This is an optimization exercise on Yosys and OpenROAD, whose aim is small area, a short achievable clock period and few clock cycles, not a production implementation.
Function was not checked in any run shown here: the RTL went through the layout flow alone.
Power and IR drop assume default switching activity.

### design/flow/config.mk
export PLATFORM = sky130hd
export DESIGN_NAME = frame_tx
export DESIGN_NICKNAME = frame_tx
export VERILOG_FILES = /design/flow/design.v
export SDC_FILE = /design/flow/constraint.sdc
export NUM_CORES = 4
export LEC_CHECK = 0
export ABC_CLOCK_PERIOD_IN_PS = 2800
export CAP_MARGIN = 20
export CORE_MARGIN = 2
export CORE_UTILIZATION = 50
export CTS_BUF_LIST = sky130_fd_sc_hd__clkbuf_4 sky130_fd_sc_hd__clkbuf_8
export PLACE_DENSITY = 0.65
export SETUP_SLACK_MARGIN = 4.2
export SLEW_MARGIN = 20
### design/flow/design.v
module frame_tx (
    input  wire        clk,
    input  wire        rst,           
    input  wire        cmd_valid,
    output wire        cmd_ready,
    input  wire [7:0]  cmd_type,
    input  wire [15:0] cmd_len,
    input  wire        pl_valid,
    output wire        pl_ready,
    input  wire [7:0]  pl_byte,
    output wire        tx_valid,
    input  wire        tx_ready,
    output wire [7:0]  tx_byte
);
    localparam integer N = 257;            
    function [15:0] crc_step;
        input [15:0] acc_in;
        input [7:0]  b;
        reg   [15:0] acc;
        integer      k;
        begin
            acc = acc_in ^ {b, 8'h00};
            for (k = 0; k < 8; k = k + 1)
                acc = acc[15] ? ({acc[14:0], 1'b0} ^ 16'h1021) : {acc[14:0], 1'b0};
            crc_step = acc;
        end
    endfunction
    reg  [8*N-1:0] ring;                   
    wire [7:0]     tap = ring[8*N-1 -: 8];   
    wire [7:0]     head_in;
    always @(posedge clk)
        ring <= {ring[8*(N-1)-1:0], head_in};
    localparam integer K = 64;
    wire [63:0] z;
    genvar gp;
    generate
        for (gp = 0; gp < 64; gp = gp + 1) begin : g_z
            if (gp < 63) begin : g_s
                assign z[gp] = ~|ring[8*(192+gp) +: 8];
            end else begin : g_n
                assign z[gp] = 1'b0;
            end
        end
    endgenerate
    wire [63:0]  sv [0:6];
    wire [383:0] si [0:6];
    assign sv[0] = z;
    assign si[0] = 384'd0;
    genvar gl, gj;
    generate
        for (gl = 1; gl <= 6; gl = gl + 1) begin : g_lvl
            for (gj = 0; gj < (64 >> gl); gj = gj + 1) begin : g_node
                wire vh = sv[gl-1][2*gj+1];
                wire vl = sv[gl-1][2*gj];
                wire [5:0] ih = si[gl-1][6*(2*gj+1) +: 6];
                wire [5:0] il = si[gl-1][6*(2*gj) +: 6];
                assign sv[gl][gj] = vh | vl;
                assign si[gl][6*gj +: 6] = vh ? (ih | (6'd1 << (gl-1))) : il;
            end
            for (gj = (64 >> gl); gj < 64; gj = gj + 1) begin : g_pad
                assign sv[gl][gj] = 1'b0;
                assign si[gl][6*gj +: 6] = 6'd0;
            end
        end
    endgenerate
    reg  [5:0] scode;        
    reg        scode_ok;     
    always @(posedge clk) begin
        scode    <= ~si[6][5:0];
        scode_ok <= sv[6][0];
    end
    reg  [7:0] lq [0:3];
    reg  [1:0] lq_wp, lq_rp;
    reg  [2:0] lq_n;
    wire [7:0] lcode = lq[lq_rp];
    wire       lq_ok = (lq_n != 3'd0);
    wire [7:0] dcode = scode_ok ? {2'b00, scode} : lcode;
    wire       dcode_ok = scode_ok || lq_ok;
    reg  [8:0] occ;
    reg  [8:0] off;
    wire       occ_zero = (occ == 9'd0);
    wire       occ_full = (occ == N);
    wire       at_e     = (off == 9'd0);
    wire       pend     = (off < occ);
    localparam [2:0] R_S = 3'd0, R_H = 3'd1, R_P = 3'd2, R_C0 = 3'd3, R_C1 = 3'd4, R_T = 3'd5;
    reg  [2:0]  rs;
    reg  [2:0]  hidx;
    reg  [15:0] rem;
    reg         nv;          
    reg  [7:0]  o0, o1;      
    reg         o0v, o1v;
    wire is_b   = (tap == 8'h00);
    wire is_v   = is_b && nv;
    wire is_t   = is_b && !is_v && (rs == R_T);
    wire need_d = is_b && !is_t;
    wire consume = at_e && !occ_zero && !o1v && (!need_d || dcode_ok);
    wire [7:0] ob = !is_b ? tap : (is_t ? 8'h00 : dcode);
    wire [7:0] rb = tap;     
    localparam [3:0] W_S = 4'd0, W_H0 = 4'd1, W_H1 = 4'd2, W_H2 = 4'd3, W_H3 = 4'd4,
                     W_H4 = 4'd5, W_H5 = 4'd6, W_P = 4'd7, W_C0 = 4'd8, W_C1 = 4'd9,
                     W_T = 4'd10;
    reg  [3:0]  ws;
    reg  [7:0]  wrun;        
    reg  [15:0] crc;
    reg  [7:0]  seq;
    reg  [15:0] plen;
    reg  [7:0]  ctype;
    reg         cmd_full;
    reg         cmd_rdy;
    reg  [7:0]  q0, q1;      
    reg  [1:0]  fcnt;
    reg         pl_rdy;
    wire vins = (wrun == 8'd254);
    reg  [7:0] wsel;
    always @(*) begin
        case (ws)
            W_H0:    wsel = 8'hA5;
            W_H1:    wsel = 8'h01;
            W_H2:    wsel = ctype;
            W_H3:    wsel = seq;
            W_H4:    wsel = plen[7:0];
            W_H5:    wsel = plen[15:8];
            W_P:     wsel = q0;
            W_C0:    wsel = crc[7:0];
            W_C1:    wsel = crc[15:8];
            default: wsel = 8'h00;
        endcase
    end
    wire [7:0] wbyte = vins ? 8'h00 : wsel;
    wire has_data = vins || (ws == W_S ? cmd_full : (ws == W_P ? (fcnt != 2'd0) : 1'b1));
    wire canw = occ_zero || (off == occ) || (occ_full && at_e && consume);
    wire wr = has_data && canw;
    wire keep = pend && !consume;
    assign head_in = wr ? wbyte : (keep ? tap : 8'hFF);
    wire crc_en = (ws >= W_H1) && (ws <= W_P);
    wire closes = vins || (wsel == 8'h00 && ws != W_S);    
    wire lq_push = wr && closes && (wrun >= 8'd63);
    wire lq_pop  = consume && need_d && !scode_ok;
    wire pop  = wr && !vins && (ws == W_P);
    wire push = pl_valid && pl_rdy;
    wire cmd_take = cmd_valid && cmd_rdy;
    wire pay_end = wr && !vins && ((ws == W_H5 && plen == 16'd0) || (ws == W_P && plen == 16'd1));
    assign cmd_ready = cmd_rdy;
    assign pl_ready  = pl_rdy;
    assign tx_valid  = o0v;
    assign tx_byte   = o0;
    wire tx_pop = o0v && tx_ready;
    reg  [1:0] fcnt_n;
    reg        cmd_full_n;
    always @(*) begin
        fcnt_n = fcnt + {1'b0, push} - {1'b0, pop};
        cmd_full_n = cmd_take ? 1'b1 : (pay_end ? 1'b0 : cmd_full);
    end
    always @(posedge clk) begin
        if (rst) begin
            occ      <= 9'd0;
            off      <= 9'd0;
            rs       <= R_S;
            hidx     <= 3'd0;
            nv       <= 1'b0;
            lq_n     <= 3'd0;
            lq_wp    <= 2'd0;
            lq_rp    <= 2'd0;
            o0v      <= 1'b0;
            o1v      <= 1'b0;
            ws       <= W_S;
            wrun     <= 8'd0;
            crc      <= 16'hFFFF;
            seq      <= 8'd0;
            cmd_full <= 1'b0;
            cmd_rdy  <= 1'b1;
            fcnt     <= 2'd0;
            pl_rdy   <= 1'b0;
        end else begin
            occ <= occ + {8'd0, wr} - {8'd0, consume};
            if (consume)
                off <= 9'd0;
            else if (occ_zero && wr)
                off <= 9'd1;
            else if (off == N - 1)
                off <= 9'd0;
            else
                off <= off + 9'd1;
            if (consume) begin
                if (is_b)
                    nv <= need_d && (dcode == 8'hFF);
                if (!is_v) begin
                    case (rs)
                        R_S: begin
                            rs   <= R_H;
                            hidx <= 3'd0;
                        end
                        R_H: begin
                            hidx <= hidx + 3'd1;
                            if (hidx == 3'd4)
                                rem[7:0] <= rb;
                            if (hidx == 3'd5) begin
                                rem[15:8] <= rb;
                                rs <= ({rb, rem[7:0]} == 16'd0) ? R_C0 : R_P;
                            end
                        end
                        R_P: begin
                            rem <= rem - 16'd1;
                            if (rem == 16'd1)
                                rs <= R_C0;
                        end
                        R_C0: rs <= R_C1;
                        R_C1: rs <= R_T;
                        default: rs <= R_S;      
                    endcase
                end
            end
            if (lq_push) begin
                lq[lq_wp] <= wrun + 8'd1;
                lq_wp <= lq_wp + 2'd1;
            end
            if (lq_pop)
                lq_rp <= lq_rp + 2'd1;
            lq_n <= lq_n + {2'd0, lq_push} - {2'd0, lq_pop};
            if (tx_pop) begin
                if (o1v) begin
                    o0  <= o1;
                    o1  <= ob;
                    o1v <= consume;
                end else begin
                    o0  <= ob;
                    o0v <= consume;
                end
            end else if (!o0v) begin
                o0  <= ob;
                o0v <= consume;
            end else if (!o1v) begin
                o1  <= ob;
                o1v <= consume;
            end
            cmd_full <= cmd_full_n;
            cmd_rdy  <= !cmd_full_n;
            if (cmd_take) begin
                ctype <= cmd_type;
                plen  <= cmd_len;
            end
            fcnt   <= fcnt_n;
            pl_rdy <= (fcnt_n != 2'd2);
            if (push && pop) begin
                if (fcnt == 2'd2) begin
                    q0 <= q1;
                    q1 <= pl_byte;
                end else
                    q0 <= pl_byte;
            end else if (pop)
                q0 <= q1;
            else if (push) begin
                if (fcnt == 2'd0)
                    q0 <= pl_byte;
                else
                    q1 <= pl_byte;
            end
            if (wr) begin
                if (vins)
                    wrun <= 8'd0;
                else begin
                    wrun <= (wsel == 8'h00) ? 8'd0 : wrun + 8'd1;
                    if (crc_en)
                        crc <= crc_step(crc, wsel);
                    case (ws)
                        W_S:  begin crc <= 16'hFFFF; ws <= W_H0; end
                        W_H3: begin seq <= seq + 8'd1; ws <= W_H4; end
                        W_H5: ws <= (plen == 16'd0) ? W_C0 : W_P;
                        W_P:  begin
                            plen <= plen - 16'd1;
                            if (plen == 16'd1)
                                ws <= W_C0;
                        end
                        W_T:  ws <= W_S;
                        default: ws <= ws + 4'd1;
                    endcase
                end
            end
        end
    end
endmodule
### design/flow/constraint.sdc
create_clock -name core_clock -period 7.0 [get_ports {clk}]
set_input_delay 1.4000 -clock core_clock [delete_from_list [all_inputs] [get_ports {clk}]]
set_output_delay 1.4000 -clock core_clock [all_outputs]
set_load 0.01 [all_outputs]
### design/flow/run.sh
#!/bin/bash
# synth_recipe.tcl (not shown) runs the flow's synth.tcl, then flattens the netlist and writes it again
# the make line also repeats each setting of config.mk as NAME=value (left out here)
make -C /OpenROAD-flow-scripts/flow DESIGN_CONFIG=/design/flow/config.mk WORK_HOME=/design/flow/orfs CLKGATE_MAP_FILE= SYNTH_SCRIPT=/design/flow/synth_recipe.tcl finish
==> results by group, run 1 <==
Clocking
  • Sink Count: 2244
  • Clk Latency, worst-skew pair: 0.93 ns
  • Clock buffer depth: 4
  • CTS tree: yes
  • Clk root buf: clkbuf_8
  • Clock transition at path regs: 0.06 ns
  • Number of H-tree levels: 5
  • Num CTS Buffers: 332

Die
  • Cell row count: 119
  • Core area: 105000 um^2
  • Die area: 109000 um^2
  • DIE WIDTH: 330 um
  • Starting Density: 0.505
  • Chip height: 330 um
  • Io pins: 48

Place
  • Post-DP HPWL: 42.7 mm
  • I/O Buffers: 47
  • Post-Place Worst Slack: 2.42 ns
  • Global placement routability congestion: 0.856
  • Placed insts: 4767

Critical path
  • R2r endpoint: lq_n[1]
  • Critical path startpoint: ws[3]
  • Crit path kind: reg2reg
  • Crit Path Max Fanout: 30
  • Startpoint types: flip-flop
  • Critical Path End: lq_n[1]
  • Critical path required time: 7.80 ns
  • Reg2reg start: ws[3]
  • Setup crit end kind: flip-flop
  • R2r setup slk: 3.22 ns
  • Critical path's largest stage delay: 0.53 ns
  • CP Cell Sequence: nor2b_1, a22o_1, a32o_1, or4_4, or3_4, o31a_1, or2_4, ha_4, inv_2, ha_4, fa_2, nor2b_1
  • Crit path DAT: 4.58 ns
  • Reg2Reg Depth: 12
  • Slowest CP cell: dfxtp_4

Global route
  • Global-route wire length before repair: 128 mm
  • Largest net degree at the start of global routing: 50
  • Global Route Usage Sum: 0.145
  • Initial antenna violation count: 2
  • Vias in the first global route: 25245
  • GRT overflow: 0

Logic synthesis
  • Register area share after synthesis: 0.865
  • Synth async-reset ratio: 0
  • Post-synthesis simple-gate area fraction: 0.0592
  • Main combinational cell family by area after synthesis: simple AND/OR/NAND/NOR gates
  • Top-area cell type share of the netlist area: 0.807
  • XOR/XNOR Fraction of Synth Area: 0.0103
  • Syn Nets: 3458
  • Mapped Avg Cell Area: 15.8 um^2
  • Synth Instances: 3372
  • Synth warn: 1
  • Number of synthesized flops with an enable pin: 104
  • Top cell type by total area after synthesis: dfxtp_1
  • Ys flop type: dfxtp_1
  • Mux contribution to synthesized area: 0.00841
  • Synthesized area: 53100 um^2
  • FF+latch count, synth: 2244
  • Netlist cell types: 86
  • Synth Area in Compound Gates: 0.0374
  • Synth area leaders: dfxtp_1 (81%), edfxtp_1 (5.9%), nor4_1 (1.3%), ha_1 (1.1%), nor2_1 (0.99%)
  • Post-synthesis adder-cell area fraction: 0.0118

Finish
  • Non-Filler Instances: 5403
  • Layout cells sized above 1: 0.202
  • Fill count: 7855
  • Layout Nets: 3877
  • Synth-to-Final Area Change: 19.6%
  • Core Util, Final: 0.603

Timing
  • Setup TNS: 0 ns
  • Fin. max-slew vios: 0
  • Final setup violation count: 0
  • Tcrit/Tclk final: 0.540
  • Post-layout min period: 3.78 ns
  • Worst setup margin: 3.22 ns
  • Unrepaired setup endpoints after global routing: true
  • Slew HR: 0.341
  • Worst slew pin tran: 0.976 ns
  • Count of final hold-check violations: 0
  • Fmax: 265 MHz
  • Clock Skew: 0.0525 ns

Power
  • Final Power: 27500 uW
  • Pwr/cell area: 433 nW/um^2
  • Maximum VDD drop: 0.236 mV
  • Leakage: 0.0252 uW

Run
  • Max cap viols: 0

Detailed routing
  • Routed WL per cell: 14.3 um
  • 1st-iter DRT viols: 1365
  • Routed Antenna Nets: 0
  • Vias/cell: 4.57
  • Drc violations: 0
  • Via count: 24676
  • Final WL: 77.2 mm
  • DRT Pass-1 Iters: 6

Run status
  • Status: complete, no violations

Hold path
  • Min-delay worst type: reg2reg
cells in the mapped netlist, types with 9 or more instances:
| master | instances |
|---|---|
| clkbuf_1 | 39 |
| xnor2_1 | 28 |
| and2_1 | 12 |
| ha_1 | 47 |
| or3_1 | 15 |
| a31oi_1 | 16 |
| mux2i_1 | 12 |
| nand4_1 | 22 |
| nor2_1 | 140 |
| o211ai_1 | 12 |
| o21ai_0 | 32 |
| nand3_1 | 33 |
| a21oi_1 | 90 |
| nor2b_1 | 17 |
| nor3_1 | 38 |
| a211oi_1 | 17 |
| inv_1 | 48 |
| nor4_1 | 114 |
| mux2_2 | 13 |
| xor2_1 | 27 |
| o21a_1 | 9 |
| dfxtp_1 | 2140 |
| nand2b_1 | 12 |
| or4_1 | 28 |
| a22oi_1 | 13 |
| edfxtp_1 | 104 |
| o221a_2 | 9 |
| nand2_1 | 119 |
| o221ai_1 | 9 |
final cells by class:
class	instances	area, um^2	share of cell area
flip-flops and latches	2244	46000	0.724
multi-input cells	1028	7470	0.118
clock buffers	505	6310	0.0994
well taps	1391	1740	0.0274
repair buffers	133	1270	0.0199
clock inverters	48	487	0.00766
inverters	50	210	0.00331
repair inverters	2	25.0	0.000394
diodes	2	5.00	0.0000788
registers in the layout, summed over array words and instances (netlist names), 2 cells and up, named ones only:
signal / flops
crc: 16
ctype: 8
fcnt: 2
hidx: 3
lq: 32
lq_n: 3
lq_rp: 2
lq_wp: 2
o0: 8
o1: 8
occ: 9
off: 9
plen: 16
q0: 8
q1: 8
rem: 16
ring: 2056
rs: 3
scode: 6
seq: 8
wrun: 8
ws: 4
how the worst min path moves through the flow:
stage                          start    endpoint  slack, ns  cells past startpoint
after global routing       ring[251]   ring[259]       0.29                      0
final                      ring[970]   ring[978]       0.30                      0
after CTS                  ring[514]   ring[522]       0.28                      0
after floorplan            ring[992]  ring[1000]       0.31                      0
after global placement      ring[26]    ring[34]       0.31                      0
after detailed placement  ring[1167]  ring[1175]       0.31                      0
cells by family after synthesis:
kind of cell | count (synthesis)
fa+ha+maj | 49
flops | 2244
mux | 33
simple gates | 598
buf+inv | 102
compound gates | 288
xor+xnor | 58
metal layers:
metal	track usage	routed length, um
met3	0.0365	3570
met4	0.0751	2410
met1	0.206	38600
met2	0.207	32600
met5	0	0
critical path: cells and delay by family, from the launching register on:
kind            cells  cell delay (ns)
simple gates        5             1.44
fa+ha+maj           3             0.90
compound gates      3             0.78
flops               1             0.53
buf+inv             1             0.03
what timing repair did:
action | in CTS | in global routing
cloned | 6 | 0
setup endpoints to repair | 169 | 178
hold buffers | 0 | 0
gates resized for setup | 148 | 64
buffers inserted | 57 | 18
pin swaps | 29 | 31
endpoints found under the hold margin | 0 | 0
cell usage in the layout, fill, tap and decap left out, types with 27 or more instances in the layout:
cell type / instances
a21oi_1: 81
buf_4: 56
clkbuf_4: 102
clkbuf_8: 403
clkdlybuf4s50_1: 35
clkinv_2: 28
dfxtp_1: 2125
edfxtp_1: 104
ha_1: 37
inv_1: 39
nand2_1: 118
nand3_1: 31
nor2_1: 138
nor4_1: 114
xnor2_1: 27
xor2_1: 27
report_power, final:
part	internal (uW)	total [uW]	switching, uW
sequential	14100	14400	367
combinational	1220	2590	1380
clock	6050	10500	4410
through the flow:
stage	cell area, um^2	hold WS [ns]
global placement	55400	0.310
finish	63500	0.297
floorplan	53400	0.310
global route	63500	0.292
CTS	63100	0.282
detailed placement	55400	0.312
==> run 2: changes to the inputs <==
--- a/design/flow/design.v
+++ b/design/flow/design.v
@@ -27,3 +27,3 @@
     endfunction
-    reg  [8*N-1:0] ring;                   
+    reg  [8*N-1:0] ring;                     
     wire [7:0]     tap = ring[8*N-1 -: 8];   
@@ -32,3 +32,5 @@
         ring <= {ring[8*(N-1)-1:0], head_in};
-    localparam integer K = 64;
+    reg tap_zero;                            
+    always @(posedge clk)
+        tap_zero <= (ring[8*(N-1)-1 -: 8] == 8'h00);
     wire [63:0] z;
@@ -75,11 +77,11 @@
     wire [7:0] lcode = lq[lq_rp];
-    wire       lq_ok = (lq_n != 3'd0);
     wire [7:0] dcode = scode_ok ? {2'b00, scode} : lcode;
-    wire       dcode_ok = scode_ok || lq_ok;
+    wire       dcode_ok = scode_ok || (lq_n != 3'd0);
     reg  [8:0] occ;
     reg  [8:0] off;
-    wire       occ_zero = (occ == 9'd0);
-    wire       occ_full = (occ == N);
-    wire       at_e     = (off == 9'd0);
-    wire       pend     = (off < occ);
+    reg        f_ate;        
+    reg        f_oz;         
+    reg        f_of;         
+    reg        f_pend;       
+    reg        f_weq;        
     localparam [2:0] R_S = 3'd0, R_H = 3'd1, R_P = 3'd2, R_C0 = 3'd3, R_C1 = 3'd4, R_T = 3'd5;
@@ -91,7 +93,6 @@
     reg         o0v, o1v;
-    wire is_b   = (tap == 8'h00);
-    wire is_v   = is_b && nv;
-    wire is_t   = is_b && !is_v && (rs == R_T);
-    wire need_d = is_b && !is_t;
-    wire consume = at_e && !occ_zero && !o1v && (!need_d || dcode_ok);
+    wire is_b    = tap_zero;
+    wire is_v    = is_b && nv;
+    wire is_t    = is_b && !nv && (rs == R_T);
+    wire consume = f_ate && !f_oz && !o1v && (!is_b || (!nv && rs == R_T) || dcode_ok);
     wire [7:0] ob = !is_b ? tap : (is_t ? 8'h00 : dcode);
@@ -103,2 +104,3 @@
     reg  [7:0]  wrun;        
+    reg         vins;        
     reg  [15:0] crc;
@@ -112,3 +114,2 @@
     reg         pl_rdy;
-    wire vins = (wrun == 8'd254);
     reg  [7:0] wsel;
@@ -130,10 +131,13 @@
     wire has_data = vins || (ws == W_S ? cmd_full : (ws == W_P ? (fcnt != 2'd0) : 1'b1));
-    wire canw = occ_zero || (off == occ) || (occ_full && at_e && consume);
+    wire canw = f_oz || f_weq || (f_of && consume);
     wire wr = has_data && canw;
-    wire keep = pend && !consume;
+    wire keep = f_pend && !consume;
     assign head_in = wr ? wbyte : (keep ? tap : 8'hFF);
-    wire crc_en = (ws >= W_H1) && (ws <= W_P);
-    wire closes = vins || (wsel == 8'h00 && ws != W_S);    
+    wire crc_en  = (ws >= W_H1) && (ws <= W_P);
+    wire w_zero  = (wsel == 8'h00);
+    wire closes  = vins || (w_zero && ws != W_S);    
     wire lq_push = wr && closes && (wrun >= 8'd63);
-    wire lq_pop  = consume && need_d && !scode_ok;
+    wire lq_pop  = consume && is_b && !is_t && !scode_ok;
+    wire plen_is0 = (plen == 16'd0);
+    wire plen_is1 = (plen == 16'd1);
     wire pop  = wr && !vins && (ws == W_P);
@@ -141,3 +145,3 @@
     wire cmd_take = cmd_valid && cmd_rdy;
-    wire pay_end = wr && !vins && ((ws == W_H5 && plen == 16'd0) || (ws == W_P && plen == 16'd1));
+    wire pay_end = wr && !vins && ((ws == W_H5 && plen_is0) || (ws == W_P && plen_is1));
     assign cmd_ready = cmd_rdy;
@@ -147,8 +151,21 @@
     wire tx_pop = o0v && tx_ready;
-    reg  [1:0] fcnt_n;
-    reg        cmd_full_n;
+    wire [1:0] fcnt_n = fcnt + {1'b0, push} - {1'b0, pop};
+    wire cmd_full_n = cmd_take ? 1'b1 : (pay_end ? 1'b0 : cmd_full);
+    reg  [3:0] ws_w;
     always @(*) begin
-        fcnt_n = fcnt + {1'b0, push} - {1'b0, pop};
-        cmd_full_n = cmd_take ? 1'b1 : (pay_end ? 1'b0 : cmd_full);
+        case (ws)
+            W_H5:    ws_w = plen_is0 ? W_C0 : W_P;
+            W_P:     ws_w = plen_is1 ? W_C0 : W_P;
+            W_T:     ws_w = W_S;
+            default: ws_w = ws + 4'd1;
+        endcase
     end
+    wire [7:0] wrun_w = (vins || w_zero) ? 8'd0 : wrun + 8'd1;
+    wire [8:0] off_inc = (off == N - 1) ? 9'd0 : off + 9'd1;
+    wire       occ_is1 = (occ == 9'd1);
+    wire       occ_nm1 = (occ == N - 1);
+    wire       lt0 = (off_inc <  occ);
+    wire       le0 = (off_inc <= occ);
+    wire       eq0 = (off_inc == occ);
+    wire       eq1 = (off_inc == occ + 9'd1);
     always @(posedge clk) begin
@@ -157,2 +174,7 @@
             off      <= 9'd0;
+            f_ate    <= 1'b1;
+            f_oz     <= 1'b1;
+            f_of     <= 1'b0;
+            f_pend   <= 1'b0;
+            f_weq    <= 1'b1;
             rs       <= R_S;
@@ -167,2 +189,3 @@
             wrun     <= 8'd0;
+            vins     <= 1'b0;
             crc      <= 16'hFFFF;
@@ -175,13 +198,27 @@
             occ <= occ + {8'd0, wr} - {8'd0, consume};
-            if (consume)
-                off <= 9'd0;
-            else if (occ_zero && wr)
-                off <= 9'd1;
-            else if (off == N - 1)
-                off <= 9'd0;
-            else
-                off <= off + 9'd1;
+            if (consume) begin
+                off    <= 9'd0;
+                f_ate  <= 1'b1;
+                f_oz   <= 1'b0 | (!wr && occ_is1);
+                f_of   <= wr && f_of;
+                f_pend <= wr || !occ_is1;
+                f_weq  <= !wr && occ_is1;
+            end else if (f_oz && wr) begin
+                off    <= 9'd1;
+                f_ate  <= 1'b0;
+                f_oz   <= 1'b0;
+                f_of   <= 1'b0;
+                f_pend <= 1'b0;
+                f_weq  <= 1'b1;
+            end else begin
+                off    <= off_inc;
+                f_ate  <= (off == N - 1);
+                f_oz   <= !wr && f_oz;
+                f_of   <= wr ? occ_nm1 : f_of;
+                f_pend <= wr ? le0 : lt0;
+                f_weq  <= wr ? eq1 : eq0;
+            end
             if (consume) begin
                 if (is_b)
-                    nv <= need_d && (dcode == 8'hFF);
+                    nv <= !is_t && (dcode == 8'hFF);
                 if (!is_v) begin
@@ -222,4 +259,3 @@
                     o0  <= o1;
-                    o1  <= ob;
-                    o1v <= consume;
+                    o1v <= 1'b0;
                 end else begin
@@ -258,20 +294,14 @@
             if (wr) begin
-                if (vins)
-                    wrun <= 8'd0;
-                else begin
-                    wrun <= (wsel == 8'h00) ? 8'd0 : wrun + 8'd1;
+                wrun <= wrun_w;
+                vins <= (wrun_w == 8'd254);
+                if (!vins) begin
+                    ws <= ws_w;
                     if (crc_en)
                         crc <= crc_step(crc, wsel);
-                    case (ws)
-                        W_S:  begin crc <= 16'hFFFF; ws <= W_H0; end
-                        W_H3: begin seq <= seq + 8'd1; ws <= W_H4; end
-                        W_H5: ws <= (plen == 16'd0) ? W_C0 : W_P;
-                        W_P:  begin
-                            plen <= plen - 16'd1;
-                            if (plen == 16'd1)
-                                ws <= W_C0;
-                        end
-                        W_T:  ws <= W_S;
-                        default: ws <= ws + 4'd1;
-                    endcase
+                    if (ws == W_S)
+                        crc <= 16'hFFFF;
+                    if (ws == W_H3)
+                        seq <= seq + 8'd1;
+                    if (ws == W_P)
+                        plen <= plen - 16'd1;
                 end
==> run 2 against run 1 <==
Compared with the run above: sequential share of layout area about the same; clock power about the same; power decreased by 2.2%; largest cell class unchanged; critical endpoint is now lq_n[2]; sequential power about the same.
==> results by group, run 2 <==
Finish
  • Commonest cells after routing, fill and taps aside: dfxtp_1 (2137), clkbuf_8 (408), nand2_1 (137)
  • Top flop regs: ring: 2056 flops, lq: 32 flops
  • Commonest non-fill, non-tap cell in the layout: dfxtp_1
  • Synth-to-Final Area Change: 19.2%
  • Finished Cell Area: 63700 um^2
  • Fill count: 7825
  • Layout Nets: 3896
  • Largest Register: ring
  • Max reg flops: 2056
  • Layout cells sized above 1: 0.199

Critical path
  • Critical path's largest stage delay: 0.39 ns
  • R2r setup slk: 3.68 ns
  • Startpoint types: flip-flop
  • Crit path kind: reg2reg
  • Crit path DAT: 4.03 ns
  • Setup crit end kind: flip-flop
  • Critical path required time: 7.72 ns
  • Slowest CP cell: dfxtp_4
  • Crit Path Max Fanout: 5
  • Reg2reg start: ws[0]
  • CP Cell Sequence: inv_6, ha_4, a222oi_1, a211oi_2, a311oi_2, nand4_1, nor3_2, o21ai_2, ha_1, inv_2, ha_4, inv_2, fa_2, xor2_1, xnor2_1, nor2_1
  • R2r endpoint: lq_n[2]
  • Reg2Reg Depth: 16

Die
  • Io pins: 48
  • Core area: 106000 um^2
  • Cell row count: 119
  • Starting Density: 0.506
  • Chip height: 331 um
  • DIE WIDTH: 331 um
  • Die area: 109000 um^2

Logic synthesis
  • Top-count cell post-synth: dfxtp_1
  • Main combinational cell family by area after synthesis: simple AND/OR/NAND/NOR gates
  • Post-synthesis adder-cell area fraction: 0.0139
  • Synth Area in Compound Gates: 0.0330
  • Post-synthesis simple-gate area fraction: 0.0563
  • Top cell type by total area after synthesis: dfxtp_1
  • Mapped Avg Cell Area: 15.7 um^2
  • Mux contribution to synthesized area: 0.0113
  • Register area share after synthesis: 0.863
  • Syn Nets: 3488
  • FF+latch count, synth: 2251
  • Top-area cell type share of the netlist area: 0.805
  • Number of synthesized flops with an enable pin: 104
  • Synthesized area: 53400 um^2
  • Top cells by count, synth: dfxtp_1 (2147), nand2_1 (142), nor2_1 (130), nor4_1 (118), edfxtp_1 (104)
  • Ys flop type: dfxtp_1
  • Synth async-reset ratio: 0
  • Netlist cell types: 84
  • Synth warn: 1
  • XOR/XNOR Fraction of Synth Area: 0.0135
  • Synth area leaders: dfxtp_1 (80%), edfxtp_1 (5.8%), nor4_1 (1.4%), ha_1 (1.3%), nand2_1 (1.0%)
  • Synth Instances: 3393

Run status
  • Status: complete, no violations

Power
  • Sw Share: 0.213
  • Sw power: 5720 uW
  • Internal: 21200 uW
  • Comb pwr share: 0.065
  • Clk network pwr share: 0.394
  • Maximum VDD drop: 0.198 mV
  • Leakage: 0.0252 uW
  • Reg power frac: 0.540
  • Pwr/cell area: 423 nW/um^2

Place
  • Post-DP HPWL: 42.5 mm
  • Global placement routability congestion: 0.823
  • Post-Place Cell Area: 55600 um^2
  • I/O Buffers: 47

Global route
  • Initial antenna violation count: 1
  • Global-route wire length before repair: 125 mm
  • Vias in the first global route: 25012
  • Largest net degree at the start of global routing: 61
  • GRT overflow: 0
  • Global Route Usage Sum: 0.142

Timing
  • Clock Skew: 0.0520 ns
  • Tcrit/Tclk final: 0.474
  • Worst slew pin tran: 0.891 ns
  • Count of final hold-check violations: 0
  • Slew HR: 0.405
  • Unrepaired setup endpoints after global routing: true
  • Final setup violation count: 0
  • Hold_ws: 0.273 ns
  • Setup TNS: 0 ns
  • Post-layout min period: 3.32 ns
  • Fmax: 302 MHz
  • Fin. max-slew vios: 0

Hold path
  • Min-delay worst type: reg2reg
  • Hold endpoint: ring[1410]
  • Hold_sp: ring[1402]
  • Hold path depth: 0

Clocking
  • Clk root buf: clkbuf_8
  • Clock buffer depth: 4
  • Sink Count: 2251
  • Clock transition at path regs: 0.06 ns
  • Num CTS Buffers: 337
  • Number of H-tree levels: 5
  • Clk Latency, worst-skew pair: 0.89 ns
  • Hold Buf Count CTS: 0
  • CTS tree: yes

Detailed routing
  • 1st-iter DRT viols: 1322
  • Drc violations: 0
  • Routed Antenna Nets: 0
  • Final WL: 76.5 mm
  • Routed WL per cell: 14.1 um
  • DRT Pass-1 Iters: 6
  • Via count: 24672
  • Vias/cell: 4.55

Run
  • Max cap viols: 0
-- run 2: cell count changes in the layout (fill, tap and decap cells not counted), sizes merged, moves of 19 or more --
cell    change
buf        -19
a21oi      -19
xnor2      +25
o21ai      +23
clkbuf     +21
nand2      +23
-- run 2: power groups by stage --
stage               Clock (uW)  Sequential (uW)  Combinational (uW)
floorplan                    0            14600                1140
global placement             0            14800                1370
detailed placement           0            14800                1390
CTS                      11000            14600                1590
global route             11500            14700                1920
finish                   10600            14500                1750
-- run 2: repair_timing --
| item | CTS | global route |
|---|---|---|
| buffers inserted | 41 | 17 |
| gates resized for setup | 127 | 70 |
| setup endpoints to repair | 139 | 126 |
| gates cloned | 4 | 1 |
| pin swaps | 34 | 41 |
-- run 2: final cells by class --
cell class              instances  area [um^2]  area share
diodes                          2         5.00   0.0000786
clock buffers                 526         6500       0.102
clock inverters                38          443     0.00696
inverters                      63          262     0.00411
multi-input cells            1033         7480       0.118
flip-flops and latches       2251        46100       0.725
well taps                    1391         1740      0.0273
repair buffers                113         1070      0.0169
repair inverters                2         15.0    0.000236
-- run 2: worst max-delay path by stage --
stage,start,slack (ns),endpoint,depth (start not counted)
finish,ws[0],3.68,lq_n[2],16
global route,ws[0],3.47,lq_n[2],16
CTS,ws[0],3.65,lq_n[2],16
detailed placement,ws[1],2.77,q1[5],10
global placement,ws[1],2.87,q1[0],10
floorplan,ws[1],3.58,occ[8],22
-- run 2: metal layers --
metal,wire (um),global-route usage,up-vias
li1,-,-,12310
met1,39500,0.209,11572
met2,30700,0.189,578
met3,3800,0.0375,212
met4,2570,0.0766,0
met5,0,0,-
-- run 2: cells by family (layout without fill, tap and decap cells) --
group	after synthesis	after routing
buf+inv	110	742
xor+xnor	81	81
mux	47	47
other cells	0	2
simple gates	583	584
compound gates	263	263
fa+ha+maj	58	58
flops	2251	2251
-- run 2: metrics by stage --
step | std cells | worst slack (ns) | total power, uW | utilization
floorplan | 3393 | 3.58 | 15800 | -
CTS | 5399 | 3.65 | 27100 | 0.599
detailed placement | 4790 | 2.77 | 16200 | 0.527
finish | 5419 | 3.68 | 26900 | 0.603
global route | 5418 | 3.47 | 28100 | 0.603
global placement | 4790 | 2.87 | 16200 | 0.527
-- run 2: worst max-delay path: cells and delay by family, from the launching register on --
kind,cells,cell delay (ns)
simple gates,3,0.44
xor+xnor,2,0.31
buf+inv,3,0.15
fa+ha+maj,4,0.93
compound gates,4,0.91
flops,1,0.39
==> run 3: changes to the inputs <==
--- a/design/flow/design.v
+++ b/design/flow/design.v
@@ -93,2 +93,3 @@
     reg         o0v, o1v;
+    reg  [7:0]  txb;         
     wire is_b    = tap_zero;
@@ -149,5 +150,6 @@
     assign tx_valid  = o0v;
-    assign tx_byte   = o0;
+    assign tx_byte   = txb;
     wire tx_pop = o0v && tx_ready;
-    wire [1:0] fcnt_n = fcnt + {1'b0, push} - {1'b0, pop};
+    wire [7:0] o0_n = (tx_pop && o1v) ? o1 : ((tx_pop || !o0v) ? ob : o0);
+    wire [1:0] fcnt_n = (push == pop) ? fcnt : (push ? fcnt + 2'd1 : fcnt - 2'd1);
     wire cmd_full_n = cmd_take ? 1'b1 : (pay_end ? 1'b0 : cmd_full);
@@ -164,2 +166,4 @@
     wire [8:0] off_inc = (off == N - 1) ? 9'd0 : off + 9'd1;
+    wire [8:0] occ_p1  = occ + 9'd1;
+    wire [8:0] occ_m1  = occ - 9'd1;
     wire       occ_is1 = (occ == 9'd1);
@@ -197,3 +201,3 @@
         end else begin
-            occ <= occ + {8'd0, wr} - {8'd0, consume};
+            occ <= (wr == consume) ? occ : (wr ? occ_p1 : occ_m1);
             if (consume) begin
@@ -255,15 +259,13 @@
                 lq_rp <= lq_rp + 2'd1;
-            lq_n <= lq_n + {2'd0, lq_push} - {2'd0, lq_pop};
+            lq_n <= (lq_push == lq_pop) ? lq_n : (lq_push ? lq_n + 3'd1 : lq_n - 3'd1);
+            o0  <= o0_n;
+            txb <= o0_n;
             if (tx_pop) begin
-                if (o1v) begin
-                    o0  <= o1;
+                if (o1v)
                     o1v <= 1'b0;
-                end else begin
-                    o0  <= ob;
+                else
                     o0v <= consume;
-                end
-            end else if (!o0v) begin
-                o0  <= ob;
+            end else if (!o0v)
                 o0v <= consume;
-            end else if (!o1v) begin
+            else if (!o1v) begin
                 o1  <= ob;
@@ -278,3 +280,3 @@
             fcnt   <= fcnt_n;
-            pl_rdy <= (fcnt_n != 2'd2);
+            pl_rdy <= (push == pop) ? (fcnt != 2'd2) : !push || (fcnt == 2'd0);
             if (push && pop) begin
@@ -295,3 +297,3 @@
                 wrun <= wrun_w;
-                vins <= (wrun_w == 8'd254);
+                vins <= !vins && !w_zero && (wrun == 8'd253);
                 if (!vins) begin
==> design/flow/config.mk (replaced) <==
export PLATFORM = sky130hd
export DESIGN_NAME = frame_tx
export DESIGN_NICKNAME = frame_tx
export VERILOG_FILES = /design/flow/design.v
export SDC_FILE = /design/flow/constraint.sdc
export NUM_CORES = 4
export LEC_CHECK = 0
export ABC_CLOCK_PERIOD_IN_PS = 2500
export CAP_MARGIN = 20
export CORE_MARGIN = 2
export CORE_UTILIZATION = 50
export CTS_BUF_LIST = sky130_fd_sc_hd__clkbuf_8 sky130_fd_sc_hd__clkbuf_16
export CTS_CLUSTER_DIAMETER = 80
export CTS_CLUSTER_SIZE = 20
export PLACE_DENSITY = 0.65
export SETUP_SLACK_MARGIN = 4.4
export SLEW_MARGIN = 20
==> run 3 against run 2 <==
Compared with the run above: largest power group unchanged; highest routed layer unchanged; synthesized area barely moved; still clean; sequential power barely moved; power fell by 9.5%; count of clock-buffer cells in the layout fell by 391; worst setup slack got worse by 0.44 ns.
==> results by group, run 3 <==
Critical path
  • Crit path DAT: 4.39 ns
  • Critical path required time: 7.64 ns
  • Crit Path Max Fanout: 7
  • Setup crit end kind: flip-flop
  • Crit path kind: reg2reg
  • Startpoint types: flip-flop

Logic synthesis
  • Number of synthesized flops with an enable pin: 104
  • Syn Nets: 3471
  • Synth Instances: 3396
  • Top cell type by total area after synthesis: dfxtp_1
  • Ys flop type: dfxtp_1
  • Synth warn: 1
  • Top-count cell post-synth: dfxtp_1
  • Netlist cell types: 91
  • Mapped Avg Cell Area: 15.7 um^2
  • Synth area leaders: dfxtp_1 (80%), edfxtp_1 (5.8%), nor4_1 (1.4%), nand2_1 (1.0%), xnor2_1 (0.89%)
  • Top-area cell type share of the netlist area: 0.804
  • FF+latch count, synth: 2251
  • Synthesized area: 53400 um^2
  • Register area share after synthesis: 0.863
  • Synth async-reset ratio: 0
  • Top cells by count, synth: dfxtp_1 (2147), nand2_1 (148), nor4_1 (122), nor2_1 (106), edfxtp_1 (104)

Finish
  • Top flop regs: ring: 2056 flops, lq: 32 flops
  • Non-Filler Instances: 5074
  • Layout Nets: 3730
  • Reg area: 46100 um^2
  • # diodes: 0
  • Finished Cell Area: 61100 um^2
  • Area of the multi-input gates: 7650 um^2
  • Layout cells sized above 1: 0.120
  • Commonest cells after routing, fill and taps aside: dfxtp_1 (2137), nand2_1 (141), clkbuf_16 (135)
  • Fill count: 8189
  • Synth-to-Final Area Change: 14.4%
  • Max reg flops: 2056
  • Largest Register: ring
  • Commonest non-fill, non-tap cell in the layout: dfxtp_1

Detailed routing
  • Final WL: 74.3 mm
  • Routed Antenna Nets: 0
  • Vias/cell: 4.71
  • 1st-iter DRT viols: 1367
  • Routed WL per cell: 14.7 um
  • DRT Pass-1 Iters: 5
  • Via count: 23890
  • Drc violations: 0

Clocking
  • Hold Buf Count CTS: 0
  • Clk root buf: clkbuf_16
  • Number of H-tree levels: 4
  • Num CTS Buffers: 132
  • Clock buffer depth: 3
  • Clk Latency, worst-skew pair: 0.75 ns
  • Sink Count: 2251
  • Clock transition at path regs: 0.08 ns
  • CTS tree: yes

Timing
  • Fmax: 267 MHz
  • Clock Skew: 0.0287 ns
  • Count of final hold-check violations: 0
  • Post-layout min period: 3.75 ns
  • Worst slew pin tran: 1.18 ns
  • Final setup violation count: 0
  • Slew HR: 0.209
  • Fin. max-slew vios: 0
  • Unrepaired setup endpoints after global routing: true
  • Setup TNS: 0 ns
  • Tcrit/Tclk final: 0.536

Run status
  • Status: complete, no violations

Place
  • I/O Buffers: 47
  • Placed insts: 4796
  • Post-DP HPWL: 42.0 mm
  • Post-Place Cell Area: 55600 um^2
  • Global placement routability congestion: 0.830

Die
  • Cell row count: 119
  • Chip height: 331 um
  • Core area: 106000 um^2
  • Io pins: 48
  • Die area: 110000 um^2
  • Starting Density: 0.505
  • DIE WIDTH: 331 um

Hold path
  • Min-delay worst type: reg2reg

Global route
  • GRT overflow: 0
  • Initial antenna violation count: 0
  • Vias in the first global route: 23383
  • Global Route Usage Sum: 0.136
  • Largest net degree at the start of global routing: 42
  • Global-route wire length before repair: 120 mm

Power
  • Leakage: 0.0236 uW
  • Pwr/cell area: 398 nW/um^2
  • Maximum VDD drop: 0.292 mV

Run
  • Max cap viols: 0
## run 3: cell types whose count changed in the layout (fill, tap and decap cells not counted), sizes merged, moves of 7 or more
| cell | change |
|---|---|
| buf | +54 |
| nand2 | +8 |
| nand3 | +7 |
| nor3 | +11 |
| nor2 | -24 |
| clkinv | -16 |
| mux2 | -9 |
| bufinv | -8 |
| clkbuf | -391 |
| ha | -19 |
| and3 | -8 |
| o2bb2ai | +8 |
| nor3b | +9 |
## run 3: cell families (layout without fill, tap and decap cells)
kind of cell / Yosys count / after routing / share of synthesized area
flops: 2251 / 2251 / 0.863
simple gates: 610 / 613 / 0.0616
compound gates: 279 / 279 / 0.0355
buf+inv: 95 / 379 / 0.00766
xor+xnor: 82 / 82 / 0.0134
mux: 41 / 41 / 0.0100
fa+ha+maj: 38 / 38 / 0.00904
## run 3: layout make-up
class | instances | area share
sequential | 2251 | 0.755
multi-input combinational | 1053 | 0.125
clock buffer | 135 | 0.0553
tap | 1391 | 0.0285
timing repair buffer | 168 | 0.0275
clock inverter | 27 | 0.00510
inverter | 48 | 0.00358
timing repair inverter | 1 | 0.000143
## run 3: power by group
part,switching [uW],internal [uW]
registers,420,14200
logic,1230,1130
clock network,3880,3520
total,5530,18800
## run 3: timing repair
action / 4_1_cts / 5_1_grt
pin swaps: 27 / 56
gates cloned: 1 / 3
gates resized for setup: 125 / 129
endpoints found under the setup margin: 162 / 151
setup buffers: 65 / 47
## run 3: through the flow
step / hold WS, ns / setup slack (ns) / util / power [uW]
after floorplan: 0.310 / 3.46 / - / 15900
after global placement: 0.310 / 2.81 / 0.526 / 16300
after detailed placement: 0.312 / 2.74 / 0.526 / 16300
after CTS: 0.313 / 3.47 / 0.569 / 24000
after global routing: 0.321 / 3.12 / 0.578 / 25400
final: 0.314 / 3.25 / 0.578 / 24300
## run 3: path summary, 6_finish.rpt
path,start,to,slack (ns),depth (start not counted)
worst max-delay path,ws[1],lq_n[2],3.25,14
worst min-delay path,ring[540],ring[548],0.31,0
worst max register to register,ws[1],lq_n[2],3.25,14
worst min register to register,ring[540],ring[548],0.31,0
## run 3: critical path: stages, from the launching register on
cell      delay (ns)
dfxtp_4         0.40
inv_4           0.06
ha_4            0.19
a222oi_1        0.45
nand3_1         0.18
a311oi_2        0.32
nand4_1         0.25
o31ai_4         0.31
nand2_4         0.08
fa_2            0.39
or4_1           0.42
mux2_4          0.30
o31ai_4         0.06
o21ai_1         0.07
nor3b_1         0.13
## run 3: per-layer routing
metal  GRT usage  up-vias  share of wire
li1            -    11927              -
met1       0.201    11309           0.51
met2       0.189      475           0.41
met3      0.0293      179          0.048
met4      0.0667        0          0.036
met5           0        -              0
==> run 4: changes to the inputs <==
==> design/flow/flow/run.sh (new file) <==
#!/bin/bash
set -euo pipefail
export CTS_ARGS="-sink_clustering_enable -repair_clock_nets -dont_use_dummy_load -sink_clustering_size 20 -sink_clustering_max_diameter 80 -buf_list {sky130_fd_sc_hd__clkbuf_8 sky130_fd_sc_hd__clkbuf_16}"
bash standard.sh > standard_flow.log 2>&1
==> design/flow/standard.sh (new file) <==
#!/bin/bash
# synth_recipe.tcl (not shown) runs the flow's synth.tcl, then flattens the netlist and writes it again
# the make line also repeats each setting of config.mk as NAME=value (left out here)
make -C /OpenROAD-flow-scripts/flow DESIGN_CONFIG=/design/flow/config.mk WORK_HOME=/design/flow/orfs CLKGATE_MAP_FILE= SYNTH_SCRIPT=/design/flow/synth_recipe.tcl "${@:-finish}"
removed: design/flow/run.sh
==> run 4 against run 3 <==
Compared with the run above: critical endpoint unchanged; still clean on timing, DRC and antenna; largest power group unchanged; sequential share of layout area grew 0.62 points; critical path type unchanged; sequential power hardly changed; global-route usage about the same; highest routed layer unchanged; first-iteration DRC count is 6.6% lower; count of clock-buffer cells in the layout shrank 3; die area unchanged; worst hold slack worse by 0.030 ns; combinational power about the same.
==> results by group, run 4 <==
Logic synthesis
  • FF+latch count, synth: 2251
  • Main combinational cell family by area after synthesis: simple AND/OR/NAND/NOR gates
  • Netlist cell types: 91
  • Register area share after synthesis: 0.863
  • Ys flop type: dfxtp_1
  • Synth Area in Compound Gates: 0.0355
  • Top-area cell type share of the netlist area: 0.804
  • Post-synthesis simple-gate area fraction: 0.0616
  • Syn Nets: 3471
  • Synth Instances: 3396
  • Top cells by count, synth: dfxtp_1 (2147), nand2_1 (148), nor4_1 (122), nor2_1 (106), edfxtp_1 (104)
  • Top cell type by total area after synthesis: dfxtp_1
  • Top-count cell post-synth: dfxtp_1
  • Number of synthesized flops with an enable pin: 104
  • Post-synthesis adder-cell area fraction: 0.00904
  • Synth area leaders: dfxtp_1 (80%), edfxtp_1 (5.8%), nor4_1 (1.4%), nand2_1 (1.0%), xnor2_1 (0.89%)
  • XOR/XNOR Fraction of Synth Area: 0.0134
  • Synth warn: 1
  • Mapped Avg Cell Area: 15.7 um^2
  • Synthesized area: 53400 um^2
  • Mux contribution to synthesized area: 0.0100
  • Synth async-reset ratio: 0

Power
  • Sw power: 5300 uW
  • Reg power frac: 0.608
  • Sw Share: 0.221
  • Clk network pwr share: 0.292
  • Pwr/cell area: 395 nW/um^2
  • Comb pwr share: 0.100
  • Internal: 18700 uW
  • Maximum VDD drop: 0.287 mV
  • Leakage: 0.0234 uW

Clocking
  • CTS tree: yes
  • Clock transition at path regs: 0.08 ns
  • Clk Latency, worst-skew pair: 0.73 ns
  • Number of H-tree levels: 4
  • Clk root buf: clkbuf_16
  • Num CTS Buffers: 132
  • Clock buffer depth: 3
  • Sink Count: 2251
  • Hold Buf Count CTS: 0

Place
  • Post-DP HPWL: 42.0 mm
  • Placed insts: 4796
  • I/O Buffers: 47
  • Global placement routability congestion: 0.830

Critical path
  • Crit Path Max Fanout: 7
  • Crit path DAT: 4.35 ns
  • Critical path startpoint: ws[1]
  • Startpoint types: flip-flop
  • Reg2reg start: ws[1]
  • Critical path required time: 7.62 ns
  • Crit path kind: reg2reg
  • Setup crit end kind: flip-flop

Detailed routing
  • DRT Pass-1 Iters: 5
  • Final WL: 74.3 mm
  • Via count: 23883
  • Routed WL per cell: 14.7 um
  • Vias/cell: 4.74
  • 1st-iter DRT viols: 1277
  • Drc violations: 0
  • Routed Antenna Nets: 0

Timing
  • Fmax: 268 MHz
  • Worst slew pin tran: 1.13 ns
  • Slew HR: 0.241
  • Clock Skew: 0.0686 ns
  • Setup TNS: 0 ns
  • Count of final hold-check violations: 0
  • Unrepaired setup endpoints after global routing: true
  • Post-layout min period: 3.73 ns
  • Fin. max-slew vios: 0
  • Final setup violation count: 0
  • Hold_ws: 0.284 ns
  • Tcrit/Tclk final: 0.533

Finish
  • Top flop regs: ring: 2056 flops, lq: 32 flops
  • Layout Nets: 3725
  • Non-Filler Instances: 5039
  • Layout cells sized above 1: 0.112
  • Commonest non-fill, non-tap cell in the layout: dfxtp_1
  • Synth-to-Final Area Change: 13.5%
  • # diodes: 0
  • Largest Register: ring
  • Commonest cells after routing, fill and taps aside: dfxtp_1 (2137), nand2_1 (143), clkbuf_16 (132)
  • Max reg flops: 2056

Global route
  • Vias in the first global route: 23247
  • Largest net degree at the start of global routing: 42
  • Global-route wire length before repair: 120 mm
  • Initial antenna violation count: 0
  • GRT overflow: 0
  • Global Route Usage Sum: 0.136

Die
  • Starting Density: 0.505
  • Cell row count: 119
  • Io pins: 48
  • Die area: 110000 um^2
  • Core area: 106000 um^2
  • DIE WIDTH: 331 um
  • Chip height: 331 um

Hold path
  • Hold_sp: ring[891]
  • Min-delay worst type: reg2reg

Run
  • Max cap viols: 0

Run status
  • Status: complete, no violations
==> run 4: cell type report <==
type                       count  area, um^2
timing repair buffer         162        1620
clock buffer                 132        3300
tap                         1391        1740
inverter                      48         219
fill                        8238       45100
multi-input combinational   1054        7610
timing repair inverter         1        8.76
sequential                  2251       46100
==> run 4: repair_timing <==
item / CTS / global route
pin swaps: 27 / 42
cloned: 1 / 4
buffers inserted: 61 / 45
setup endpoints to repair: 162 / 149
resized for setup: 126 / 108
==> run 4: path summary, 6_finish.rpt <==
path | end | slack [ns] | cells after the start
max | lq_n[2] | 3.27 | 14
min | ring[899] | 0.28 | 0
max reg2reg | lq_n[2] | 3.27 | 14
min reg2reg | ring[899] | 0.28 | 0
==> run 4: routing by layer <==
metal	GRT usage	part of all wire	vias to the layer above
met2	0.189	0.40	525
met1	0.201	0.51	11279
met5	0	0	-
met3	0.0302	0.051	187
met4	0.0642	0.035	0
li1	-	-	11892
==> run 4: cells by family (layout without fill, tap and decap cells) <==
logic type / count (synthesis) / count (layout)
DFF: 2251 / 2251
and+or+nand+nor: 610 / 613
AOI/OAI and AO/OA: 279 / 280
buffers and inverters: 95 / 343
xor gates and xnor gates: 82 / 82
muxes: 41 / 41
adders and majority gates: 38 / 38
==> run 4: worst max-delay path, cell delays in order, from the launching register on <==
cell      delay [ns]
dfxtp_4         0.40
inv_4           0.06
ha_4            0.19
a222oi_1        0.40
nand3_1         0.18
a311oi_2        0.31
nand4_1         0.25
o31ai_4         0.31
nand2_4         0.09
fa_2            0.41
or4_1           0.42
mux2_4          0.30
o31ai_4         0.06
nor3_1          0.08
nor3b_1         0.20
==> run 4: power by group through the flow <==
stage | clock network [uW] | logic, uW | registers [uW]
after detailed placement | 0 | 1480 | 14900
final | 7000 | 2390 | 14600
after floorplan | 0 | 1200 | 14700
after global routing | 7740 | 2550 | 14700
after global placement | 0 | 1460 | 14900
after CTS | 7290 | 1720 | 14600
==> run 4: through the flow <==
step / area [um^2] / worst slack, ns / power [uW] / util
CTS: 59700 / 3.47 / 23600 / 0.565
global placement: 55600 / 2.81 / 16300 / 0.526
finish: 60600 / 3.27 / 24000 / 0.574
global route: 60600 / 3.20 / 25000 / 0.574
detailed placement: 55600 / 2.74 / 16300 / 0.526
floorplan: 53600 / 3.46 / 15900 / -

port drivers added, routing unchanged:
Ports are ideal in the flow. The routed layouts listed here were re-timed in OpenROAD.
Step 1: set_driving_cell puts a clkbuf_16 on clk and a buf_2 on each other input, an assumption about the parent block.
Step 2 moves the port delays by t, midway between the first and last clock arrival at a register: inputs arrive t later, outputs are due t later. That takes back most of the time a late clock gives input paths.
Slacks: ideal ports / drivers / drivers and shift; pairs: ideal ports / drivers.
run | t, ns | setup WS [ns] | hold slack, ns | worst setup path after step 2
run 1 | 0.960 | 3.221 / 3.221 / 3.221 | 0.297 / 0.297 / 0.297 | register to register
run 2 | 0.938 | 3.684 / 3.684 / 3.331 | 0.273 / 0.273 / 0.273 | input to register
run 3 | 0.810 | 3.248 / 3.248 / 3.248 | 0.314 / 0.314 / 0.314 | register to register
run 4 | 0.767 | 3.271 / 3.271 / 3.271 | 0.284 / 0.284 / 0.284 | register to register
After both steps every run listed still meets setup and hold. The setup slack of run 2, which loses most, moves by 0.000 ns with the drivers and by -0.353 ns with both steps.
